What follows belongs to an exercise in optimizing a design on an open flow for small area, a short achievable clock period and few clock cycles per item; a production flow would make more cautious choices.
No functional check of the RTL was part of any run shown here.

`design/flow/config.mk`:
```
export PLATFORM = sky130hd
export DESIGN_NAME = sab_comp
export DESIGN_NICKNAME = sab_comp
export VERILOG_FILES = /design/flow/design.v
export SDC_FILE = /design/flow/constraint.sdc
export NUM_CORES = 8
export LEC_CHECK = 0
export CAP_MARGIN = 20
export CORE_MARGIN = 2
export CORE_UTILIZATION = 35
export SLEW_MARGIN = 20
```
`design/flow/constraint.sdc`:
```
create_clock -name core_clock -period 20.0 [get_ports {clk}]
set_input_delay 4.0000 -clock core_clock [delete_from_list [all_inputs] [get_ports {clk}]]
set_output_delay 4.0000 -clock core_clock [all_outputs]
set_load 0.01 [all_outputs]
```
`design/flow/design.v`:
```
module sab_comp (
    input  wire         clk,
    input  wire         rst,
    input  wire         start,
    input  wire [1:0]   op,
    input  wire [1:0]   oss,
    input  wire [31:0]  raw,
    input  wire [31:0]  tin,
    input  wire [175:0] cal_a,
    input  wire [191:0] cal_b,
    output wire         done,
    output reg          err,
    output reg  [31:0]  result,
    output reg  [31:0]  tout
);
    wire [15:0] AC1 = cal_a[ 15:  0];
    wire [15:0] AC2 = cal_a[ 31: 16];
    wire [15:0] AC3 = cal_a[ 47: 32];
    wire [15:0] AC4 = cal_a[ 63: 48];
    wire [15:0] AC5 = cal_a[ 79: 64];
    wire [15:0] AC6 = cal_a[ 95: 80];
    wire [15:0] B1  = cal_a[111: 96];
    wire [15:0] B2  = cal_a[127:112];
    wire [15:0] MC  = cal_a[159:144];
    wire [15:0] MD  = cal_a[175:160];
    wire [15:0] T1  = cal_b[ 15:  0];
    wire [15:0] T2  = cal_b[ 31: 16];
    wire [15:0] T3  = cal_b[ 47: 32];
    wire [15:0] P1  = cal_b[ 63: 48];
    wire [15:0] P2  = cal_b[ 79: 64];
    wire [15:0] P3  = cal_b[ 95: 80];
    wire [15:0] P4  = cal_b[111: 96];
    wire [15:0] P5  = cal_b[127:112];
    wire [15:0] P6  = cal_b[143:128];
    wire [15:0] P7  = cal_b[159:144];
    wire [15:0] P8  = cal_b[175:160];
    wire [15:0] P9  = cal_b[191:176];
    function [16:0] s17; input [15:0] x; s17 = {x[15], x}; endfunction
    function [16:0] u17; input [15:0] x; u17 = {1'b0, x}; endfunction
    function [31:0] s32; input [15:0] x; s32 = {{16{x[15]}}, x}; endfunction
    function [31:0] sqw; input [31:0] x; sqw = {x[30:16], 1'b0, x[15:0]}; endfunction
    function [31:0] asr; input [31:0] x; input integer k; asr = $signed(x) >>> k; endfunction
    localparam integer
        I_IDLE = 0,  I_FIN  = 1,  I_DVTA = 2,  I_DVPA = 3,  I_DVPB = 4,
        I_TA1  = 5,  I_TA2  = 6,  I_TA4  = 7,  I_TA5  = 8,
        I_PA1  = 9,  I_PA2  = 10, I_PA3  = 11, I_PA4  = 12, I_PA5  = 13,
        I_PA6  = 14, I_PA7  = 15, I_PA10 = 16, I_PA11 = 17, I_PA12 = 18,
        I_PA13 = 19,
        I_TB1  = 20, I_TB2  = 21, I_TB3  = 22, I_TB4  = 23, I_TB5  = 24,
        I_PB1  = 25, I_PB2  = 26, I_PB3  = 27, I_PB4  = 28, I_PB5  = 29,
        I_PB6  = 30, I_PB7  = 31, I_PB10 = 32, I_PB11 = 33, I_PB12 = 34,
        I_PB13 = 35,
        NS     = 36;
    reg [NS-1:0] st;
    wire IDLE = st[I_IDLE], FIN  = st[I_FIN];
    wire DVTA = st[I_DVTA], DVPA = st[I_DVPA], DVPB = st[I_DVPB];
    wire TA1 = st[I_TA1], TA2 = st[I_TA2], TA4 = st[I_TA4], TA5 = st[I_TA5];
    wire PA1 = st[I_PA1], PA2 = st[I_PA2], PA3 = st[I_PA3], PA4 = st[I_PA4], PA5 = st[I_PA5];
    wire PA6 = st[I_PA6], PA7 = st[I_PA7], PA10 = st[I_PA10];
    wire PA11 = st[I_PA11], PA12 = st[I_PA12], PA13 = st[I_PA13];
    wire TB1 = st[I_TB1], TB2 = st[I_TB2], TB3 = st[I_TB3], TB4 = st[I_TB4], TB5 = st[I_TB5];
    wire PB1 = st[I_PB1], PB2 = st[I_PB2], PB3 = st[I_PB3], PB4 = st[I_PB4], PB5 = st[I_PB5];
    wire PB6 = st[I_PB6], PB7 = st[I_PB7], PB10 = st[I_PB10];
    wire PB11 = st[I_PB11], PB12 = st[I_PB12], PB13 = st[I_PB13];
    wire rdy = IDLE | FIN;
    wire go   = rdy & start;
    wire go0  = go & (op == 2'd0);
    wire go1  = go & (op == 2'd1);
    wire go2  = go & (op == 2'd2);
    wire go3  = go & (op == 2'd3);
    wire dvs   = DVTA | DVPA | DVPB;
    assign done = FIN;
    reg [31:0] X;                    
    reg [26:0] Yb;                   
    reg [31:0] A, B, C;              
    reg [31:0] Q, R, Dv;             
    reg [3:0]  cnt;                  
    reg [1:0]  lvl;                  
    reg        dfirst;               
    reg        neg;                  
    reg        dbl;                  
    function [26:0] benc; input [16:0] y;
        integer i; reg [17:0] yx; reg [2:0] t;
        begin
            yx = {y, 1'b0};
            for (i = 0; i < 9; i = i + 1) begin
                t = (i == 8) ? {y[16], y[16], y[15]} : yx[2*i +: 3];
                benc[3*i]   = t[0] ^ t[1];                           
                benc[3*i+1] = (t == 3'b011) | (t == 3'b100);         
                benc[3*i+2] = t[2] & ~(t[1] & t[0]);                 
            end
        end
    endfunction
    reg [31:0] prod;
    always @(*) begin : booth
        integer i, j;
        reg [32:0] xs;
        reg [31:0] row;
        prod = 32'd0;
        xs = {X, 1'b0};
        for (i = 0; i < 9; i = i + 1) begin
            for (j = 0; j < 32; j = j + 1)
                row[j] = ((Yb[3*i] & xs[j+1]) | (Yb[3*i+1] & xs[j])) ^ Yb[3*i+2];
            prod = prod + (row << (2*i)) + ({31'd0, Yb[3*i+2]} << (2*i));
        end
    end
    reg [31:0] ms;
    always @(*) begin
        ms = 32'd0;
        if (PB5)                      ms = ms | asr(prod, 1);
        if (PB4)                      ms = ms | asr(prod, 3);
        if (PA1 | PA3 | TB1 | PB2)    ms = ms | asr(prod, 11);
        if (PA2 | TB2 | PB12)         ms = ms | asr(prod, 12);
        if (PA4 | PB10)               ms = ms | asr(prod, 13);
        if (TB3)                      ms = ms | asr(prod, 14);
        if (TA1 | PB7)                ms = ms | asr(prod, 15);
        if (PA5 | PA10 | PA12)        ms = ms | asr(prod, 16);
        if (PB11)                     ms = ms | (prod >> 13);
        if (PA7)                      ms = ms | (prod >> 15);
    end
    reg [31:0] ua, ub, uc;
    always @(*) begin
        ua = 32'd0; ub = 32'd0; uc = 32'd0;
        if (TA2 | TA4 | PA6)          ua = ua | A;
        if (TA5)                      ua = ua | tout;
        if (PA4)                      ua = ua | result;
        if (PA13 | TB4 | PB6 | PB13)  ua = ua | B;
        if (TB5)                      ua = ua | (tout << 2);
        if (PB4)                      ua = ua | C;
        if (PB5)                      ua = ua | ~asr(C, 12);
        if (TA2 | PA4 | PA13 | TB4 | PB13) ub = ub | C;
        if (TA4)                      ub = ub | (Q ^ {32{neg}});
        if (TA5)                      ub = ub | 32'd8;
        if (PA6 | PB6)                ub = ub | R;
        if (TB5)                      ub = ub | tout;
        if (PB4)                      ub = ub | Dv;
        if (PB5)                      ub = ub | 32'd1048578;
        if (TA4)                      uc = uc | {31'd0, neg};
        if (PA4)                      uc = uc | Dv;
        if (PA6)                      uc = uc | 32'd2;
        if (PA13)                     uc = uc | 32'd3791;
        if (TB5)                      uc = uc | 32'd128;
        if (PB13)                     uc = uc | tout;
    end
    wire [31:0] u = ua + ub + uc;
    reg [31:0] va, vb, va0, vb0;
    reg        vc;
    always @(*) begin
        case (op)                        
            2'd0:    begin va0 = raw;          vb0 = ~{16'd0, AC6}; end
            2'd1:    begin va0 = tin;          vb0 = ~32'd4000;     end
            2'd2:    begin va0 = asr(raw, 4);  vb0 = ~{16'd0, T1};  end
            default: begin va0 = asr(tin, 1);  vb0 = ~32'd64000;    end
        endcase
        va = 32'd0; vb = 32'd0; vc = 1'b0;
        if (rdy)        begin va = va | va0; vb = vb | vb0; vc = 1'b1; end
        if (TA2)         begin va = va | ~u; vc = 1'b1; end
        if (TA5)         begin va = va | {u[31], u[31:4], 3'd0}; vb = vb | {{3{u[31]}}, u[31:4], 1'b0}; end
        if (PA4)         begin va = va | (u << oss); vb = vb | 32'd2; end
        if (PA5)         begin va = va | raw; vb = vb | ~asr(C, 2); vc = ~(C[31] & (|C[1:0])); end
        if (PA6)         begin va = va | asr(u, 2); vb = vb | 32'd32768; vc = u[31] & (|u[1:0]); end
        if (PA13 | PB13) begin va = va | asr(u, 4); vb = vb | A; end
        if (PB4)         begin va = va | asr(u, 2); vb = vb | {P4, 16'd0}; end
        if (PB5)         begin va = va | ~raw; vb = vb | u; end
        if (PB6)         begin va = va | asr(u, 18); vb = vb | 32'd32768; end
    end
    wire [31:0] v = va + vb + {31'd0, vc};
    wire [32:0] d1 = {R, Q[31]} - {1'b0, Dv};
    wire [31:0] r1 = d1[32] ? {R[30:0], Q[31]} : d1[31:0];
    wire [32:0] d2 = {r1, Q[30]} - {1'b0, Dv};
    wire [31:0] r2 = d2[32] ? {r1[30:0], Q[30]} : d2[31:0];
    wire [31:0] q2 = {Q[29:0], ~d1[32], ~d2[32]};
    wire        dz   = (Dv == 32'd0);                    
    wire        dbad = dfirst & (lvl != 2'd2) & ~(R < Dv);
    wire        dst  = dvs & ~dbad;                      
    wire        last = dst & (cnt == 4'd1);
    wire        dzf  = dfirst & dz & (DVPA | DVPB);      
    wire [31:0] pq = dbl ? {q2[30:0], 1'b0} : q2;
    wire        tz = (u == 32'd0);                       
    wire [31:0] tad = u[31] ? v : u;                     
    reg [31:0] X_m, A_m, B_m, C_m, Q_m, R_m, D_m, RS_m, TO_m, xc0;
    reg [16:0] Y_m, yc0;
    always @(*) begin
        case (op)
            2'd0:    begin xc0 = v;                  yc0 = u17(AC5);     end
            2'd1:    begin xc0 = v;                  yc0 = s17(AC2);     end
            2'd2:    begin xc0 = {v[30:0], raw[3]};  yc0 = s17(T2);      end
            default: begin xc0 = v;                  yc0 = {P5, 1'b0};   end
        endcase
        X_m = 32'd0;
        if (rdy)                      X_m = X_m | xc0;
        if (TA1)                       X_m = X_m | s32(MC);
        if (PA2 | TB2 | PB2 | PB11)    X_m = X_m | ms;
        if (PA3 | PB4)                 X_m = X_m | A;
        if (PA1)                       X_m = X_m | sqw(A);
        if (PB1)                       X_m = X_m | sqw(asr(A, 2));
        if (PA4)                       X_m = X_m | B;
        if (PA5 | PA6 | PB5 | PB6)     X_m = X_m | v;
        if (DVPA)                      X_m = X_m | pq;
        if (PA10)                      X_m = X_m | sqw(asr(A, 8));
        if (PA11)                      X_m = X_m | prod;
        if (TB1)                       X_m = X_m | sqw(A);
        if (PB3)                       X_m = X_m | asr(B, 13);
        if (DVPB)                      X_m = X_m | (pq >> 2);
        if (PB10)                      X_m = X_m | sqw(A >> 3);
        Y_m = 17'd0;
        if (rdy)  Y_m = Y_m | yc0;
        if (TA1)   Y_m = Y_m | (MC[15] ? 17'h1F800 : 17'h00800);    
        if (PA1)   Y_m = Y_m | u17(A[15:0]);
        if (PA2)   Y_m = Y_m | s17(B2);
        if (PA3)   Y_m = Y_m | s17(AC3);
        if (PA4)   Y_m = Y_m | s17(B1);
        if (PA5)   Y_m = Y_m | u17(16'd50000 >> oss);
        if (PA6)   Y_m = Y_m | u17(AC4);
        if (DVPA)  Y_m = Y_m | s17(16'hE343);                       
        if (PA10)  Y_m = Y_m | u17(A[23:8]);
        if (PA11)  Y_m = Y_m | u17(16'd3038);
        if (TB1)   Y_m = Y_m | u17(A[15:0]);
        if (TB2)   Y_m = Y_m | s17(T3);
        if (PB1)   Y_m = Y_m | u17(A[17:2]);
        if (PB2)   Y_m = Y_m | s17(P6);
        if (PB3)   Y_m = Y_m | s17(P3);
        if (PB4)   Y_m = Y_m | s17(P2);
        if (PB5)   Y_m = Y_m | u17(16'd3125);
        if (PB6)   Y_m = Y_m | u17(P1);
        if (DVPB)  Y_m = Y_m | s17(P8);
        if (PB10)  Y_m = Y_m | u17(A[18:3]);
        if (PB11)  Y_m = Y_m | s17(P9);
        A_m = 32'd0;
        if (rdy)                      A_m = A_m | v;
        if (TA1 | PA4)                 A_m = A_m | ms;
        if (DVPA | DVPB)               A_m = A_m | pq;
        B_m = 32'd0;
        if (PA2 | TB1 | PA12 | PB4 | PB12) B_m = B_m | ms;
        if (PB2)                       B_m = B_m | prod;
        C_m = 32'd0;
        if (rdy)                      C_m = C_m | s32(MD);
        if (PA3 | PA10 | TB3 | PB10)   C_m = C_m | ms;
        if (PA4 | PB4)                 C_m = C_m | v;
        if (PB3)                       C_m = C_m | prod;
        Q_m = 32'd0;
        R_m = 32'd0;
        if (TA2) begin                  
            R_m = R_m | (prod >> 14);  Q_m = Q_m | (prod << 18);
        end
        if (PA6 | PB6) begin            
            if (prod[31]) begin R_m = R_m | (prod >> 18); Q_m = Q_m | (prod << 14); end
            else          begin R_m = R_m | (prod >> 17); Q_m = Q_m | (prod << 15); end
        end
        if (dst)    begin R_m = R_m | r2; Q_m = Q_m | q2; end
        if (dbad & (lvl == 2'd0)) begin    
            R_m = R_m | (R >> 4);      Q_m = Q_m | {R[3:0], Q[31:18], 14'd0};
        end
        if (dbad & (lvl == 2'd1)) begin    
            Q_m = Q_m | {R[13:0], Q[31:14]};
        end
        if (PA5 | PB5)                 R_m = R_m | ms;
        D_m = 32'd0;
        if (PA1 | PA7 | PB7)           D_m = D_m | ms;
        if (TA2)                       D_m = D_m | tad;
        if (PB1)                       D_m = D_m | prod;
        RS_m = 32'd0;
        if (rdy)                      RS_m = RS_m | (s32(AC1) << 2);
        if (TA5 | PA13 | PB13)         RS_m = RS_m | v;
        if (TB5)                       RS_m = RS_m | asr(u, 8);
        TO_m = 32'd0;
        if (TA4 | TB4)                 TO_m = TO_m | u;
        if (PB12)                      TO_m = TO_m | s32(P7);
    end
    wire lpp  = last & (DVPA | DVPB);
    wire X_e  = go | TA1 | PA1 | TB2 | PB1 | PB11 | PA2 | PA3 | PB2 | PB4 | PA4 |
                PA5 | PA6 | PB5 | PB6 | lpp | PA10 | PA11 | TB1 | PB3 | PB10;
    wire Y_e  = X_e | PB12;
    wire A_e  = go | TA1 | PA4 | lpp;
    wire B_e  = PA2 | TB1 | PA12 | PB4 | PB12 | PB2;
    wire C_e  = go0 | PA3 | PA10 | TB3 | PB10 | PA4 | PB4 | PB3;
    wire Q_e  = TA2 | PA6 | PB6 | dvs;
    wire R_e  = PA5 | PB5 | TA2 | PA6 | PB6 | dvs;
    wire D_e  = PA1 | PA7 | PB7 | TA2 | PB1;
    wire RS_e = go1 | TA5 | PA13 | PB13 | TB5 | (dzf & DVPB);
    wire TO_e = TA4 | TB4 | PB12;
    reg [NS-1:0] st_n;
    always @(*) begin
        st_n = {NS{1'b0}};
        st_n[I_IDLE] = rdy & ~start;
        st_n[I_TA1]  = go0;
        st_n[I_PA1]  = go1;
        st_n[I_TB1]  = go2;
        st_n[I_PB1]  = go3;
        st_n[I_TA2]  = TA1;
        st_n[I_DVTA] = (TA2 & ~tz) | (DVTA & ~last);
        st_n[I_TA4]  = DVTA & last;
        st_n[I_TA5]  = TA4;
        st_n[I_PA2]  = PA1;  st_n[I_PA3] = PA2;  st_n[I_PA4] = PA3;  st_n[I_PA5] = PA4;
        st_n[I_PA6]  = PA5;  st_n[I_PA7] = PA6;
        st_n[I_DVPA] = PA7 | (DVPA & ~last & ~dzf);
        st_n[I_PA10] = DVPA & last;
        st_n[I_PA11] = PA10; st_n[I_PA12] = PA11; st_n[I_PA13] = PA12;
        st_n[I_TB2]  = TB1;  st_n[I_TB3] = TB2;  st_n[I_TB4] = TB3;  st_n[I_TB5] = TB4;
        st_n[I_PB2]  = PB1;  st_n[I_PB3] = PB2;  st_n[I_PB4] = PB3;  st_n[I_PB5] = PB4;
        st_n[I_PB6]  = PB5;  st_n[I_PB7] = PB6;
        st_n[I_DVPB] = PB7 | (DVPB & ~last & ~dzf);
        st_n[I_PB10] = DVPB & last;
        st_n[I_PB11] = PB10; st_n[I_PB12] = PB11; st_n[I_PB13] = PB12;
        st_n[I_FIN]  = (TA2 & tz) | dzf | TA5 | PA13 | TB5 | PB13;
    end
    always @(posedge clk) begin
        if (rst) st <= {{(NS-1){1'b0}}, 1'b1};
        else     st <= st_n;
        if (X_e)  X  <= X_m;
        if (Y_e)  Yb <= benc(Y_m);
        if (A_e)  A  <= A_m;
        if (B_e)  B  <= B_m;
        if (C_e)  C  <= C_m;
        if (Q_e)  Q  <= Q_m;
        if (R_e)  R  <= R_m;
        if (D_e)  Dv <= D_m;
        if (RS_e) result <= RS_m;
        if (TO_e) tout <= TO_m;
        if (TA2)              begin cnt <= 4'd7; lvl <= 2'd0; dfirst <= 1'b1; end
        else if (PA7 | PB7)   begin cnt <= 4'd9; lvl <= 2'd1; dfirst <= 1'b1; end
        else if (dbad)        begin
            cnt <= (lvl == 2'd0) ? 4'd9 : 4'd0;             
            lvl <= lvl + 2'd1;
        end
        else if (dvs)         begin cnt <= cnt - 4'd1; dfirst <= 1'b0; end
        if (go)   err <= 1'b0;
        else if ((TA2 & tz) | dzf) err <= 1'b1;
        if (TA2)  neg <= u[31] ^ MC[15];
        if (PA6 | PB6) dbl <= prod[31];
    end
endmodule
```
`design/flow/flow/run.sh`:
```
#!/bin/bash
# The standard layout, with timing repair aiming at a positive setup
# slack margin (the clock and constraints are unchanged).
bash standard.sh SETUP_SLACK_MARGIN=11 finish > standard.log 2>&1
```
`design/flow/standard.sh`:
```
#!/bin/bash
# synth_recipe.tcl (not shown) runs the flow's synth.tcl, then flattens the netlist and writes it again
# the make line also repeats each setting of config.mk as NAME=value (left out here)
make -C /OpenROAD-flow-scripts/flow DESIGN_CONFIG=/design/flow/config.mk WORK_HOME=/design/flow/orfs CLKGATE_MAP_FILE= SYNTH_SCRIPT=/design/flow/synth_recipe.tcl "${@:-finish}"
```
==> run notes, run 1 <==
initial antenna violation count 14; asr flop ratio synth 0; Setup Viol. Count Final 0; WP data arrival 9280 ps; first-pass GRT wire length 377,000 µm; vias in the first global route 48,400; overall routed net length 275,000 µm; CP startpoint kind flop; adder-cell share of the synthesized area 0.151; Most used DFF post-synth edfxtp_1; slowest cell on the critical path a222oi_1; final instance area 55,300 µm²; H-tree Lvls 2; RSZ-0062 raised after global routing true; Synth Register Bits 360; final period utilization 0.450; crit-path max cell delay 850 ps; Final min period 8990 ps; TritonCTS Sinks 360; crit path kind flop to flop; insertion delay to the later sink of the worst-skew pair 650 ps; R2R depth 30; Worst Tran Pin Value 1270 ps; warning count from the yosys run 1; final hold violations 0; CTS buffer count 46; clk buf depth 3; fin worst setup slack 11,010 ps; CTS tree yes; Routed Antenna Nets 0; Starting Density 0.353; Die Wd 366 µm; detailed-router iteration count before antenna repair 11; worst slack, placed 8890 ps; maximum fanout along the worst path 68; Rows 132; Top cell by count, worst path buf_4; nets@finish 6,465; drt drc 0; setup slack, reg-to-reg 11,010 ps; Synth Area in XOR/XNOR 0.0794; Synth Area in Simple Gates 0.115; die area 134,000 µm²; Worst-path clk slew 60 ps; syn avg cell area 8.66 µm²; sequential area share after synthesis 0.226; core box area 130,000 µm²; Worst Skew 35.4 ps; Compound-Gate Fraction of Synth Area 0.310; routed via count 52,200; CP endpoint kind flop; largest family of logic cells by synthesized area compound AO/OA/AOI/OAI gates; Reg2Reg Launch Point st[28]; Placer Congestion 1.08; share of cells above drive strength 1 0.101; worst hold stages 1; fmax 111 MHz; mux cell area share after synthesis 0.0537; global route total overflow 0; area grow syn2layout 20.6%; root buffer cell clkbuf_16; GRT Util Overall 0.387; Slew headroom 0.153; count of different cell masters after synthesis 93; detailed placer's ending HPWL 200,000 µm; Port Buffers 488; reg-to-reg endpoint X[31]; initial drt markers 10,800; hold path startpoint err; most frequent cells in the layout nand2_1, clkdlybuf4s50_1, a22oi_1, edfxtp_1, inv_1; final setup TNS 0 ps; synthesized net count 6,174; most common cell after layout, fill and taps aside nand2_1; pin count of the biggest net entering global routing 69; status complete, no violations; number of synthesized flops with an enable pin 316; cell count after synthesis 5,294; Hold EP err; fin. max-slew vios 0; Worst Path Required 20,290 ps; Post-Place Cell Area 53,000 µm²; I/O pin count 505; drt wl/cell 37.2 µm; die span in y 366 µm; DR vias/cell 7.08; HP Class flop to flop; maxcap violations 0; Mapped Area 45,900 µm²
## synthesized netlist by cell type, drive strengths merged, types with 15 or more instances
library cell,n,area share
o221ai,67,0.013
xor2,189,0.036
a211o,19,0.0036
fa,186,0.081
mux2,67,0.016
nand4,55,0.0075
a211oi,34,0.0056
nor3,37,0.0040
buf,87,0.0075
edfxtp,316,0.21
nor2b,42,0.0057
o22ai,15,0.0022
mux2i,85,0.019
a221oi,148,0.029
o21a,43,0.0070
a21oi,288,0.031
o2111ai,28,0.0053
nor4,16,0.0022
and2,15,0.0020
nand3,92,0.010
o211ai,77,0.013
or3,26,0.0035
ha,255,0.070
nor2,239,0.020
a222oi,161,0.035
a31oi,24,0.0037
clkbuf,411,0.034
o21ai,297,0.033
and3,27,0.0037
a21o,71,0.012
a22o,48,0.0092
nand2,515,0.042
a22oi,430,0.070
xnor2,223,0.043
dfxtp,44,0.019
mux4,38,0.019
inv,292,0.024
nand2b,40,0.0055
or2,21,0.0029
o21bai,16,0.0026
a221o,65,0.014
## registers in the layout (all words and copies together) (netlist names)
name    cells
A          32
dbl         1
B          32
st         36
R          32
Yb         26
tout       32
X          32
neg         1
err         1
Q          32
C          32
result     32
dfirst      1
cnt         4
Dv         32
lvl         2
## layout make-up
| class | instances | area, µm² |
|---|---|---|
| well taps | 1742 | 2180 |
| clock buffers | 60 | 1270 |
| multi-input cells | 4142 | 33100 |
| diodes | 10 | 25.0 |
| clock inverters | 23 | 249 |
| inverters | 295 | 1120 |
| flip-flops and latches | 360 | 10400 |
| repair buffers | 740 | 6980 |
| fillers | 13000 | 74500 |
## layer usage
layer | global-route usage | up-vias | share of wire
li1 | - | 20900 | -
met1 | 0.495 | 25300 | 0.36
met2 | 0.546 | 4832 | 0.40
met3 | 0.146 | 1174 | 0.15
met4 | 0.242 | 10 | 0.082
met5 | 0.00641 | - | 0.00068
## cell families (layout without fill, tap and decap cells)
group	Yosys count	after routing
xor gates and xnor gates	412	412
other	0	10
muxes	190	190
buffers and inverters	793	1118
DFF	360	360
adders and majority gates	441	441
and+or+nand+nor	1159	1160
AOI/OAI and AO/OA	1939	1939
## critical path: cells and delay by family (launching register included)
kind | cells | cell delay [ps]
compound gates | 15 | 3980
fa+ha+maj | 3 | 1330
buf+inv | 5 | 1140
simple gates | 4 | 820
xor+xnor | 3 | 740
flops | 1 | 490
## per-stage QoR
stage                     cells   util  hold WS, ps
after floorplan            5294      -          426
after global placement     7244  0.408          489
after detailed placement   7244  0.408          487
after CTS                  7341  0.423          498
after global routing       7362  0.426          507
final                      7372  0.426          501
## how the worst max path moves through the flow
stage | depth (start not counted) | from | endpoint
2_1_floorplan | 20 | op[0] | Dv[30]
3_3_place_gp | 20 | oss[0] | X[29]
3_5_place_dp | 20 | oss[0] | X[29]
4_1_cts | 31 | st[35] | Dv[28]
5_1_grt | 38 | st[14] | Dv[28]
6_report | 30 | st[28] | X[31]
## repair_timing
action / 4_1_cts / 5_1_grt
setup endpoints to repair: 89 / 85
hold buffers: 0 / 0
buffers inserted: 13 / 19
pin swaps: 8 / 14
resized for setup: 43 / 44
gates cloned: 1 / 2
==> run 2, diff against run 1 <==
==> design/flow/run.sh (new file) <==
#!/bin/bash
# synth_recipe.tcl (not shown) runs the flow's synth.tcl, then flattens the netlist and writes it again
# the make line also repeats each setting of config.mk as NAME=value (left out here)
make -C /OpenROAD-flow-scripts/flow DESIGN_CONFIG=/design/flow/config.mk WORK_HOME=/design/flow/orfs CLKGATE_MAP_FILE= SYNTH_SCRIPT=/design/flow/synth_recipe.tcl finish
removed: design/flow/flow/run.sh
removed: design/flow/standard.sh
==> run 2 against run 1 <==
  * Via count down 0.33%
  * Clock-buffer cell count down 3
  * Global-route usage increased by 1.4 points
  * Clock skew up 1.4 ps
==> run notes, run 2 <==
status complete, no violations (unchanged); I/O pin count 505 (unchanged); number of synthesized flops with an enable pin 316 (unchanged); routed via count 52,100 (was 52,200); final core occ 0.422 (was 0.426); PostCTS Resize Cnt 0 (was 43); first-pass GRT wire length 388,000 µm (was 377,000 µm); worst slack, placed 8470 ps (was 8890 ps); Die Wd 366 µm (unchanged); initial antenna violation count 37 (was 14); reg-to-reg endpoint A[31] (was X[31]); fmax 81.6 MHz (was 111 MHz); CTS buffer count 45 (was 46); Synth Register Bits 360 (unchanged); Most used DFF post-synth edfxtp_1 (unchanged); crit path kind flop to flop (unchanged); R2R depth 34 (was 30); sequential area share after synthesis 0.226 (unchanged); drt wl/cell 38.3 µm (was 37.2 µm); Final min period 12,250 ps (was 8990 ps); synthesized net count 6,174 (unchanged); insertion delay to the later sink of the worst-skew pair 650 ps (about the same); CP endpoint kind flop (unchanged); fin worst setup slack 7750 ps (was 11,010 ps); Reg2Reg Launch Point st[30] (was st[28]); RSZ-0062 raised after global routing false (was true); HP Class flop to flop (unchanged); fin. max-slew vios 0 (unchanged); Setup Viol. Count Final 0 (unchanged); syn avg cell area 8.66 µm² (unchanged); detailed placer's ending HPWL 207,000 µm (was 200,000 µm); area grow syn2layout 19.5% (was 20.6%); slowest cell on the critical path a222oi_1 (unchanged); maxcap violations 0 (unchanged); CP startpoint kind flop (unchanged); root buffer cell clkbuf_16 (unchanged); share of cells above drive strength 1 0.0942 (was 0.101); Slew headroom 0.136 (was 0.153); TritonCTS Sinks 360 (unchanged); Starting Density 0.353 (unchanged); FF/Latch Area 10,400 µm² (unchanged); most common cell after layout, fill and taps aside nand2_1 (unchanged); crit-path max cell delay 1170 ps (was 850 ps); asr flop ratio synth 0 (unchanged); Rows 132 (unchanged); Worst-path clk slew 60 ps (about the same); detailed-router iteration count before antenna repair 14 (was 11); pin count of the biggest net entering global routing 104 (was 69); core box area 130,000 µm² (unchanged); WP data arrival 12,580 ps (was 9280 ps); setup slack, reg-to-reg 7750 ps (was 11,010 ps); Mapped Area 45,900 µm² (unchanged); synth cell count leaders nand2_1, a22oi_1, clkbuf_1 (unchanged); dominant cells by area after synthesis edfxtp_1, fa_1, a22oi_1 (unchanged); worst hold stages 1 (unchanged); post-synth top area share 0.207 (unchanged); CP Launch Point st[30] (was st[28]); drt drc 0 (unchanged); maximum fanout along the worst path 36 (was 68); final setup TNS 0 ps (unchanged); fillers 13,100 (was 13,000); Routed Antenna Nets 0 (unchanged); Setup Fix Bufs, Post-CTS 0 (was 13); vias in the first global route 48,800 (was 48,400); cell count after synthesis 5,294 (unchanged); Worst Tran Pin Value 1300 ps (was 1270 ps); die area 134,000 µm² (unchanged); die span in y 366 µm (unchanged); global route total overflow 0 (unchanged); overall routed net length 283,000 µm (was 275,000 µm); Top reg by flops st (unchanged); DR vias/cell 7.06 (was 7.08); GRT Util Overall 0.401 (was 0.387); warning count from the yosys run 1 (unchanged); area leader, netlist edfxtp_1 (unchanged); Worst Skew 36.9 ps (was 35.4 ps); nets@finish 6,448 (was 6,465); top-count cell post-synth nand2_1 (unchanged); area of the multi-input gates 32,900 µm² (was 33,100 µm²); Placer Congestion 1.08 (about the same); final hold violations 0 (unchanged); most frequent cells in the layout nand2_1, clkdlybuf4s50_1, a22oi_1, edfxtp_1 (was nand2_1, clkdlybuf4s50_1, a22oi_1, edfxtp_1, inv_1); max reg flops 36 (unchanged); CTS tree yes (unchanged); H-tree Lvls 2 (unchanged); Worst Path Required 20,330 ps (was 20,290 ps); final period utilization 0.613 (was 0.450); count of different cell masters after synthesis 93 (unchanged); hold path startpoint dfirst (was err); clk buf depth 3 (unchanged); initial drt markers 10,400 (was 10,800); Port Buffers 488 (unchanged); Hold EP dfirst (was err); CTS Hold Bufs 0 (unchanged)
## run 2: cell counts after synthesis
No cell type changed its count.
## run 2: area by class of cell
| class | instances | share of cell area |
|---|---|---|
| flip-flops and latches | 360 | 0.190 |
| inverters | 295 | 0.0202 |
| clock inverters | 27 | 0.00536 |
| diodes | 27 | 0.00123 |
| repair buffers | 725 | 0.122 |
| multi-input cells | 4141 | 0.600 |
| well taps | 1742 | 0.0398 |
| clock buffers | 57 | 0.0226 |
## run 2: critical path: cells and delay by family (launching register included)
kind	cells	cell delay, ps
AO/OA/AOI/OAI	15	5800
buffers and inverters	7	2060
AND/OR/NAND/NOR	5	1200
XOR/XNOR	3	1540
flip-flops	1	300
adder cells (fa/ha/maj)	4	970
## run 2: worst max-delay path by stage
stage / slack, ps / to
2_1_floorplan: 10620 / Dv[30]
3_3_place_gp: 8400 / A[31]
3_5_place_dp: 8470 / A[31]
4_1_cts: 8420 / A[31]
5_1_grt: 7860 / A[31]
6_report: 7750 / A[31]
## run 2: cells by family after synthesis
logic type	synth area share
AOI/OAI and AO/OA	0.310
xor gates and xnor gates	0.0794
adders and majority gates	0.151
buffers and inverters	0.0653
DFF	0.226
muxes	0.0537
and+or+nand+nor	0.115
## run 2: per-layer routing
| layer | share of wire | track usage | up-vias |
|---|---|---|---|
| li1 | - | - | 20900 |
| met2 | 0.41 | 0.577 | 4572 |
| met4 | 0.077 | 0.246 | 32 |
| met5 | 0.0015 | 0.00890 | - |
| met1 | 0.37 | 0.509 | 25500 |
| met3 | 0.14 | 0.146 | 1110 |
## run 2: stage by stage
stage	hold WS [ps]	std cells	cell area, µm²
6_report	464	7374	54800
5_1_grt	495	7347	54800
4_1_cts	461	7346	54700
3_5_place_dp	440	7262	53200
3_3_place_gp	438	7262	53200
2_1_floorplan	426	5294	45900

-- re-timing with driven ports --
The results above use ideal ports. As a check the final layouts listed here were re-extracted and re-timed, cells and wires unchanged.
Step 1 (the two cells are an assumption about what drives the block):
set clk [get_ports {clk}]
set_driving_cell -lib_cell sky130_fd_sc_hd__clkbuf_16 $clk
set_driving_cell -lib_cell sky130_fd_sc_hd__buf_2 [delete_from_list [all_inputs] $clk]
Step 2 adds t to the input delays and takes it off the output delays; t is the mean of the earliest and latest rising clock arrival at the registers after step 1. Input paths then give back, and output paths get back, about the clock's delay inside the block.
Slacks: ideal / step 1 / step 2; pairs: ideal / step 1.
| run | t (ns) | setup slack, ns | hold WS [ns] |
|---|---|---|---|
| run 1 | 0.706 | 11.008 / 11.008 / 10.502 | 0.501 / 0.501 / 0.501 |
| run 2 | 0.706 | 7.747 / 7.747 / 7.747 | 0.464 / 0.464 / 0.464 |
After both steps setup and hold are still met in every run listed. The setup slack of run 1, which loses most, moves by 0.000 ns with the drivers and by -0.506 ns with both steps.
